Source: an optimization exercise on an open RTL-to-GDS flow (aim: small area). Production flows keep margins and buffers that such runs may drop.
The RTL was checked by simulation tests, not by an equivalence proof against the original design.

== run A ==
## sht20_codec
module sht20_codec (
    input  wire        clk,
    input  wire        rst,
    input  wire        in_valid,
    input  wire [2:0]  op,
    input  wire [7:0]  a,
    input  wire [7:0]  b,
    output wire        out_valid,
    output wire        err,
    output wire [15:0] raw_masked,
    output wire [31:0] val0,
    output wire [31:0] val1,
    output wire [7:0]  ureg_out,
    output wire        otp_dis,
    output wire        htr_en,
    output wire        eob,
    output wire        res_valid,
    output wire [1:0]  res
);
    wire [1:0] cls = (op == 3'd0) ? 2'd0 :
                     (op == 3'd1) ? 2'd1 :
                     (op[2] & op[1]) ? 2'd3 : 2'd2;
    reg [7:0] u;
    always @(*) begin
        case (op)
            3'd3: u = (a & 8'h7E) | {b[1], 6'b000000, b[0]};
            3'd4: u = (a & 8'hFB) | {5'b00000, b[0], 2'b00};
            3'd5: u = (a & 8'hBF) | {1'b0, b[0], 6'b000000};
            default: u = a;
        endcase
    end
    wire [13:0] dat = op[2] | op[1] ? {6'd0, u} : {a, b[7:2]};
    reg        r1_valid;
    reg [1:0]  r1_cls;
    reg [13:0] r1_datn;      
    always @(posedge clk) begin
        r1_valid <= ~rst & in_valid;
        r1_cls   <= cls;
        r1_datn  <= ~dat;
    end
    wire [13:0] r1_dat = ~r1_datn;
    wire [29:0] c_v;
  ...
clock: 60.0 ns
lec_check: 0
abc_area: 1
cap_margin: 20
core_margin: 2
core_utilization: 60
cts_buf_list: sky130_fd_sc_hd__clkbuf_8
cts_cluster_diameter: 60
cts_cluster_size: 16
gpl_timing_driven: 0
slew_margin: 20
standard.sh (not shown) runs the stock make flow with config.mk's settings and CLKGATE_MAP_FILE= SYNTH_SCRIPT=/design/flow/synth_recipe.tcl, a recipe that flattens the netlist after the stock synthesis.
==> flow/flow/run.sh <==
#!/bin/bash
# The standard layout (standard.sh), with these changes:
#  - synthesis: yosys maps its carry-lookahead cells ($lcu) to ripple carries
#    (flow/lcu_ripple.v) instead of ORFS's Kogge-Stone map, and abc maps the
#    logic with flow/abc_area.script (area-oriented mapping, repeated with
#    don't-care optimisation) instead of ORFS's abc_area.script.  Otherwise
#    synthesis is the standard flow's synth_recipe.tcl and ORFS's synth.tcl unchanged
#    (fsm and share passes skipped, design flattened, nets renamed), so the
#    registers are the standard synthesis's;
#  - the cells listed in flow/dont_use.txt are added to the platform's
#    don't-use list (half-adder cells and large drive strengths), for the
#    whole flow;
#  - the input and output port buffers are the smallest buffer cell.
# All tool output goes to standard.log in this folder.
set -o pipefail
W=$PWD
export SYNTH_OPERATIONS_ARGS="-extra-map $W/flow/lcu_ripple.v"
export BUFFER_PORTS_ARGS="-buffer_cell sky130_fd_sc_hd__buf_1"
{
  echo "include $W/config.mk"
  echo "export DONT_USE_CELLS += $(cat flow/dont_use.txt)"
} > flow_config.mk
sed "s#\$::env(SCRIPTS_DIR)/abc_area.script#$W/flow/abc_area.script#" \
    "$FLOW_HOME/scripts/synth_preamble.tcl" > flow_synth_preamble.tcl
sed "s#source \$::env(SCRIPTS_DIR)/synth_preamble.tcl#source $W/flow_synth_preamble.tcl#" \
    "$FLOW_HOME/scripts/synth.tcl" > flow_synth.tcl
sed "s#source \$::env(SCRIPTS_DIR)/synth.tcl#source $W/flow_synth.tcl#" \
    synth_recipe.tcl > flow_synth_recipe.tcl
sed -e "s#DESIGN_CONFIG=[^ ]*#DESIGN_CONFIG=$W/flow_config.mk#g" \
    -e "s#SYNTH_SCRIPT=[^ ]*#SYNTH_SCRIPT=$W/flow_synth_recipe.tcl#g" standard.sh > flow_standard.sh
grep -q "flow/abc_area.script" flow_synth_preamble.tcl || { echo "preamble edit failed"; exit 1; }
grep -q "flow_synth_preamble.tcl" flow_synth.tcl || { echo "synth edit failed"; exit 1; }
grep -q "flow_synth.tcl" flow_synth_recipe.tcl || { echo "synth_recipe edit failed"; exit 1; }
bash flow_standard.sh > standard.log 2>&1
Other scripts of this flow, unchanged in this note and not shown: flow/flow/abc_area.script, flow/flow/dont_use.txt, flow/flow/lcu_ripple.v
#### Input delta (run B over run A)
- swapping 60 for 40 in CORE_UTILIZATION
- clearing GPL_TIMING_DRIVEN, which used to be 0
==> comparison <==
Compared with run A, in run B via count of the first global-routing pass shows an increase of 1.7%; shortest period the worst path allows went down 1.90 ns. In the flow results for run A and run B, the logic depth of the worst setup path including buffers is smaller on run B. Looking at run A and run B, the synthesized cell area is a wash. Number of vias in the routed layout delta for run B relative to run A: about 1.7% lower. met1 routed wirelength after detailed routing for run B: about 10% up relative to run A.
Input changes introduced in run C (baseline for comparison: run B):
-- flow/flow/run.sh --
<<< run B, line 13
#  - the input and output port buffers are the smallest buffer cell.
>>> run C, line 13
#  - the input and output port buffers are the smallest buffer cell;
#  - clock tree synthesis with config.mk's clustering and buffer settings,
#    without dummy load cells on the clock tree's leaves.
<<< run B, line 19
>>> run C, line 21
export CTS_ARGS="-sink_clustering_enable -repair_clock_nets -sink_clustering_size 10 -sink_clustering_max_diameter 40 -buf_list {sky130_fd_sc_hd__clkbuf_4 sky130_fd_sc_hd__clkbuf_8} -dont_use_dummy_load"
### Flow results
| global-route wire length before repair | run C vs run B | 290 um lower |
Run B was routed with more vias than run C.
Diff run C..run B | worst reg2reg path depth | unchanged
Run C has more setup slack than run B.


Starting RTL as in the previous note.
Settings: LEC_CHECK=0, ABC_AREA=1, CAP_MARGIN=20, CORE_MARGIN=2, CORE_UTILIZATION=40, CTS_BUF_LIST=sky130_fd_sc_hd__clkbuf_8, CTS_CLUSTER_DIAMETER=150, CTS_CLUSTER_SIZE=32, SLEW_MARGIN=20; clock period 60.0 ns.
==> flow/flow/run.sh <==
#!/bin/bash
# The standard layout (standard.sh), with these changes:
#  - yosys maps its carry-lookahead cells ($lcu) to ripple carries
#    (flow/lcu_ripple.v) instead of ORFS's Kogge-Stone map, so adders are small;
#  - the cells listed in flow/dont_use.txt are added to the platform's
#    don't-use list (half-adder cells and large drive strengths), for the
#    whole flow; the registers and everything else are as standard;
#  - the input and output port buffers are the smallest buffer cell.
# All tool output goes to standard.log in this folder.
set -o pipefail
export SYNTH_OPERATIONS_ARGS="-extra-map $PWD/flow/lcu_ripple.v"
export BUFFER_PORTS_ARGS="-buffer_cell sky130_fd_sc_hd__buf_1"
{
  echo "include $PWD/config.mk"
  echo "export DONT_USE_CELLS += $(cat flow/dont_use.txt)"
} > flow_config.mk
sed "s#DESIGN_CONFIG=[^ ]*#DESIGN_CONFIG=$PWD/flow_config.mk#g" standard.sh > flow_standard.sh
bash flow_standard.sh > standard.log 2>&1
Other scripts of this flow, unchanged in this note and not shown: flow/flow/dont_use.txt, flow/flow/lcu_ripple.v
The first run completed without violations.
Edit:
--- a/flow/config.mk
+++ b/flow/config.mk
@@ -12,4 +12,4 @@
 export CTS_BUF_LIST = sky130_fd_sc_hd__clkbuf_8
-export CTS_CLUSTER_DIAMETER = 150
-export CTS_CLUSTER_SIZE = 32
+export CTS_CLUSTER_DIAMETER = 60
+export CTS_CLUSTER_SIZE = 16
 export SLEW_MARGIN = 20
Outcome:
- design area stays the same
- synthesized area stays the same
- final cell count stays the same
- hold slack stays the same
- utilization does not change
- non-clock buffer count is unchanged
- setup slack stays the same


v34:
sht20_codec, a different RTL version from the one above (not shown whole).
Size: roughly 2,600 cells after synthesis, roughly 64 flip-flops, ~120 I/O pins, roughly 18,000 sq um of cells after synthesis.
==> flow/design.v (excerpt) <==
module sht20_codec (
    input  wire        clk,
    input  wire        rst,
    input  wire        in_valid,
    input  wire [2:0]  op,
    input  wire [7:0]  a,
    input  wire [7:0]  b,
    output wire        out_valid,
    output wire        err,
    output wire [15:0] raw_masked,
    output wire [31:0] val0,
    output wire [31:0] val1,
    output wire [7:0]  ureg_out,
    output wire        otp_dis,
    output wire        htr_en,
    output wire        eob,
    output wire        res_valid,
    output wire [1:0]  res
);
    wire [1:0] cls = (op == 3'd0) ? 2'd0 :
                     (op == 3'd1) ? 2'd1 :
                     (op[2] & op[1]) ? 2'd3 : 2'd2;
    reg [7:0] u;
    always @(*) begin
        case (op)
            3'd3: u = (a & 8'h7E) | {b[1], 6'b000000, b[0]};
            3'd4: u = (a & 8'hFB) | {5'b00000, b[0], 2'b00};
            3'd5: u = (a & 8'hBF) | {1'b0, b[0], 6'b000000};
            default: u = a;
        endcase
    end
    wire [13:0] dat = op[2] | op[1] ? {6'd0, u} : {a, b[7:2]};
    reg        r1_valid;
    reg [1:0]  r1_cls;
    reg [13:0] r1_dat;
    always @(posedge clk) begin
        r1_valid <= ~rst & in_valid;
        r1_cls   <= cls;
        r1_dat   <= dat;
    end
    wire [29:0] c_v;
    sht20_cconv u_c (.n(r1_dat), .rh(r1_cls[0]), .v(c_v));
    reg        r2_valid;
    reg [1:0]  r2_cls;
    reg [13:0] r2_dat;
    reg [29:0] r2_v;
    always @(posedge clk) begin
        r2_valid <= ~rst & r1_valid;
        r2_cls   <= r1_cls;
        r2_dat   <= r1_dat;
        r2_v     <= c_v;
    end
    assign out_valid = r2_valid;
    wire [31:0] f_v;
    sht20_fconv u_f (.c(r2_v), .f(f_v));
    wire is_t = (r2_cls == 2'd0);
    wire is_m = ~r2_cls[1];
    wire is_u = (r2_cls == 2'd2);
    wire [7:0] ru = r2_dat[7:0];
    assign err        = (r2_cls == 2'd3);
  ...
==> flow/config.mk <==
export PLATFORM = sky130hd
export DESIGN_NAME = sht20_codec
export DESIGN_NICKNAME = sht20_codec
export VERILOG_FILES = /design/flow/design.v
export SDC_FILE = /design/flow/constraint.sdc
export NUM_CORES = 4
export LEC_CHECK = 0
export ABC_AREA = 1
export CAP_MARGIN = 20
export CORE_MARGIN = 2
export CORE_UTILIZATION = 40
export CTS_CLUSTER_DIAMETER = 40
export CTS_CLUSTER_SIZE = 10
export SLEW_MARGIN = 20
==> flow/constraint.sdc <==
create_clock -name core_clock -period 60.0 [get_ports {clk}]
set_input_delay 12.0000 -clock core_clock [delete_from_list [all_inputs] [get_ports {clk}]]
set_output_delay 12.0000 -clock core_clock [all_outputs]
set_load 0.01 [all_outputs]
==> flow/flow/run.sh <==
#!/bin/bash
# The standard layout (standard.sh), with two changes:
#  - yosys maps its carry-lookahead cells ($lcu) to ripple carries
#    (flow/lcu_ripple.v) instead of ORFS's default Kogge-Stone map, so the
#    adders are small; the registers and everything else are as standard;
#  - the input and output port buffers are the smallest buffer cell.
# All tool output goes to standard.log in this folder.
set -o pipefail
export SYNTH_OPERATIONS_ARGS="-extra-map $PWD/flow/lcu_ripple.v"
export BUFFER_PORTS_ARGS="-buffer_cell sky130_fd_sc_hd__buf_1"
bash standard.sh > standard.log 2>&1
==> flow/flow/lcu_ripple.v <==
// Ripple-carry lookahead unit: a drop-in for yosys's $lcu that keeps adders small.
(* techmap_celltype = "$lcu" *)
module _80_lcu_ripple (P, G, CI, CO);
	parameter WIDTH = 2;

	(* force_downto *)
	input [WIDTH-1:0] P, G;
	input CI;

	(* force_downto *)
	output [WIDTH-1:0] CO;

	wire [1023:0] _TECHMAP_DO_ = "proc; opt -fast";

	integer i;
	(* force_downto *)
	reg [WIDTH-1:0] co;

	always @* begin
		co[0] = G[0] | (P[0] & CI);
		for (i = 1; i < WIDTH; i = i + 1)
			co[i] = G[i] | (P[i] & co[i-1]);
	end

	assign CO = co;
endmodule
The inputs of v4 differ from those of v34 as listed below.
==> flow/run.sh (new file) <==
#!/bin/bash
# synth_recipe.tcl (not shown) runs the flow's synth.tcl, then flattens the netlist and writes it again
# the make line also repeats each setting of config.mk as NAME=value (left out here)
make -C /OpenROAD-flow-scripts/flow DESIGN_CONFIG=/design/flow/config.mk WORK_HOME=/design/flow/orfs CLKGATE_MAP_FILE= SYNTH_SCRIPT=/design/flow/synth_recipe.tcl finish
removed: flow/flow/run.sh
removed: flow/flow/lcu_ripple.v
removed: flow/standard.sh
[summary]
Every stage of the flow completed for v4, and the final layout passed the timing, DRC and antenna checks. v4 against v34: relative max-transition margin decreased by 18 points relative to the old numbers; final design instance area without fill rose by 33%. Taking v34 as the reference, in v4 synthesized cell count went up by 60%, non-clock buffer count went down by 2.9%, area share of buffers outside the clock network went up by 1.9 points.

## what the ideal ports hide
No port has a modelled driver above. Below, the same layouts with a new extraction and two added sets of constraints. Step 1 (the two cells are an assumption about what drives the block):
set clk [get_ports {clk}]
set_driving_cell -lib_cell sky130_fd_sc_hd__clkbuf_16 $clk
set_driving_cell -lib_cell sky130_fd_sc_hd__buf_2 [delete_from_list [all_inputs] $clk]
Step 2, shift: input delay + t, output delay - t, t = (earliest + latest rising clock arrival at the registers) / 2. This alone moves slack from input paths to output paths. a / b / c = ideal ports / drivers / drivers and shift; a / b = the first two.
run | t, ns | setup slack, ns | worst setup path after step 2 | cell pins on the clock port's net
run A | 0.386 | 6.973 / 6.932 / 7.317 | register to output | 1
run B | 0.409 | 8.871 / 8.827 / 9.236 | register to output | 1
run C | 0.395 | 8.884 / 8.843 / 9.238 | register to output | 1
the first run of note 2 | 0.416 | 11.736 / 11.688 / 12.104 | register to output | 1
the second run of note 2 | 0.416 | 11.736 / 11.688 / 12.104 | register to output | 1
v34 | 0.376 | 7.105 / 7.066 / 7.441 | register to output | 1
v4 | 0.421 | 24.797 / 24.739 / 25.160 | register to output | 1
After both steps setup and hold are still met in every run listed.
